Background: an optimization exercise with open tools, aiming at small area, a short achievable clock period and few clock cycles per item. Do not read the settings as production practice. The RTL was checked by simulation tests, not by an equivalence proof against the original design.

==> flow/design.v (excerpt) <==
module bc5_block_decoder (
    input  wire         clk,
    input  wire         rst,
    input  wire         in_valid,
    output wire         in_ready,
    input  wire [63:0]  in_red,
    input  wire [63:0]  in_green,
    input  wire         in_normal,
    output wire         out_valid,
    input  wire         out_ready,
    output wire [383:0] out_rgb
);
    function [24:0] rne24;
        input [23:0] m;
        input        g;
        input        st;
        begin
            rne24 = {1'b0, m} + {24'd0, g & (st | m[0])};
        end
    endfunction
    function [30:0] f_prod;
        input [7:0] a;
        input [2:0] w;
        reg [2:0]  p;
        reg [7:0]  ar;
        reg [24:0] m0;
        reg [26:0] pp;
        reg [23:0] mt;
        reg        g, st;
        reg [5:0]  e;
        reg [24:0] r;
        integer k;
        begin
            p = 3'd0;
            for (k = 0; k < 8; k = k + 1)
                if (a[k]) p = k[2:0];
            ar = (a << (3'd7 - p)) | (a >> (p + 3'd1));
            m0 = {1'b0, ar, ar, ar} + 25'd1;
            pp = (w[0] ? {2'b00, m0} : 27'd0) + (w[1] ? {1'b0, m0, 1'b0} : 27'd0)
               + (w[2] ? {m0, 2'b00} : 27'd0);
            if (pp[26]) begin
                mt = pp[26:3]; g = pp[2]; st = |pp[1:0]; e = {3'd0, p} + 6'd27;
            end else if (pp[25]) begin
                mt = pp[25:2]; g = pp[1]; st = pp[0];    e = {3'd0, p} + 6'd26;
            end else if (pp[24]) begin
  ...
make LEC_CHECK=0 ABC_AREA=1 CAP_MARGIN=40 CORE_MARGIN=2 CORE_UTILIZATION=40 SLEW_MARGIN=60 finish   # period 16.0 ns
run.sh (not shown) runs the stock make flow with config.mk's settings and CLKGATE_MAP_FILE= SYNTH_SCRIPT=/design/flow/synth_recipe.tcl, a recipe that flattens the netlist after the stock synthesis.
Testbench counts at the start, summed over its fixed seeds: cycles 7,872, items 480.
Then changed:
--- a/flow/design.v
+++ b/flow/design.v
@@ -1619,65 +1619,61 @@
     endfunction
     localparam NST = 23;             
     reg  [3:0]   fidx;               
     reg          fsrc;               
     reg  [1:0]   outst;              
     reg  [4:0]   cap;                
     reg  [63:0]  ir_red, ir_green;
     reg          ir_normal;
     reg  [NST-1:0] vld;
     reg  [383:0] out_sr;
     wire         ov      = cap[4];
-    wire         rdy     = !fsrc && (fidx == 4'd15) && !outst[1];
+    reg          rdy;                
     assign in_ready  = rdy;
     assign out_valid = ov;
     assign out_rgb   = out_sr;
     wire         acc     = in_valid && rdy;
     wire         take    = ov && out_ready;
     wire         res_v   = vld[NST-1];
     wire         flush   = res_v && ov && !out_ready;
     wire         cap_in  = res_v && (!ov || out_ready);
     wire         feed    = fsrc || (in_valid && (fidx != 4'd15 || !outst[1]));
     wire [1:0]   outst_n = outst + {1'b0, acc} - {1'b0, take};
     wire [63:0]  src_r = fsrc ? ir_red   : in_red;
     wire [63:0]  src_g = fsrc ? ir_green : in_green;
     wire         src_n = fsrc ? ir_normal : in_normal;
+    wire [3:0]   fidx_n  = rst ? 4'd0 : flush ? 4'd0 : feed ? fidx + 4'd1 : fidx;
+    wire         fsrc_n  = rst ? 1'b0 : flush ? outst_n[1] : (feed && fidx == 4'd15) ? 1'b0 : fsrc;
+    wire [1:0]   outst_r = rst ? 2'd0 : outst_n;
     always @(posedge clk) begin
         if (acc) begin
             ir_red    <= in_red;
             ir_green  <= in_green;
             ir_normal <= in_normal;
         end
+        fidx  <= fidx_n;
+        fsrc  <= fsrc_n;
+        outst <= outst_r;
+        rdy   <= !fsrc_n && (fidx_n == 4'd15) && !outst_r[1];
         if (rst) begin
-            fidx  <= 4'd0;
-            fsrc  <= 1'b0;
-            outst <= 2'd0;
             cap   <= 5'd0;
             vld   <= {NST{1'b0}};
         end else begin
-            outst <= outst_n;
             if (take)
                 cap <= {4'd0, cap_in};
             else if (cap_in)
                 cap <= cap + 5'd1;
-            if (flush) begin
-                vld  <= {NST{1'b0}};
-                fidx <= 4'd0;
-                fsrc <= outst_n[1];
-            end else begin
+            if (flush)
+                vld <= {NST{1'b0}};
+            else
                 vld <= {vld[NST-2:0], feed};
-                if (feed) begin
-                    fidx <= fidx + 4'd1;
-                    if (fidx == 4'd15) fsrc <= 1'b0;
-                end
-            end
         end
         if (cap_in)
             out_sr <= {res, out_sr[383:24]};
     end
     reg [7:0] s0_ar, s0_br, s0_ag, s0_bg;
     reg [2:0] s0_cr, s0_cg;
     reg       s0_nm;
     always @(posedge clk) begin
         s0_ar <= src_r[7:0];
         s0_br <= src_r[15:8];
         s0_ag <= src_g[7:0];
Routed wire length went up by 1.2%.
Clock-buffer cell count fell by 22.
Setup slack improves by 0.67 ns.
Register-to-register slack got worse by 0.10 ns.
Worst hold slack is worse by 0.030 ns.
Testbench counts after the change, summed over its fixed seeds: cycles 7,872, items 480.

==> what the ideal ports hide <==
In the flow no input, the clock included, has a driving cell. The finished layouts below were timed again as built, in two steps.
Step 1 sets driving cells, clkbuf_16 on the clock port and buf_2 on the other inputs (assumed; they add their load-dependent delay and slew).
Step 2 also shifts input and output timing later by t, the mid clock arrival at the registers, as if the neighbouring blocks saw the same clock.
Three values: ideal ports, drivers, drivers and shift; two values: the first two.
run | t, ns | slack for setup (ns) | slew at the worst register clock pin (ns) | worst slew at a driven data input, ns
the first run | 0.990 | 9.549 / 9.442 / 8.933 | 0.07 / 0.07 | 0.08
the second run | 0.970 | 10.224 / 10.251 / 9.331 | 0.07 / 0.07 | 0.07
After both steps every run listed still meets setup and hold. For the second run, which loses most, drivers alone change the setup slack by +0.027 ns; drivers and shift together by -0.893 ns.
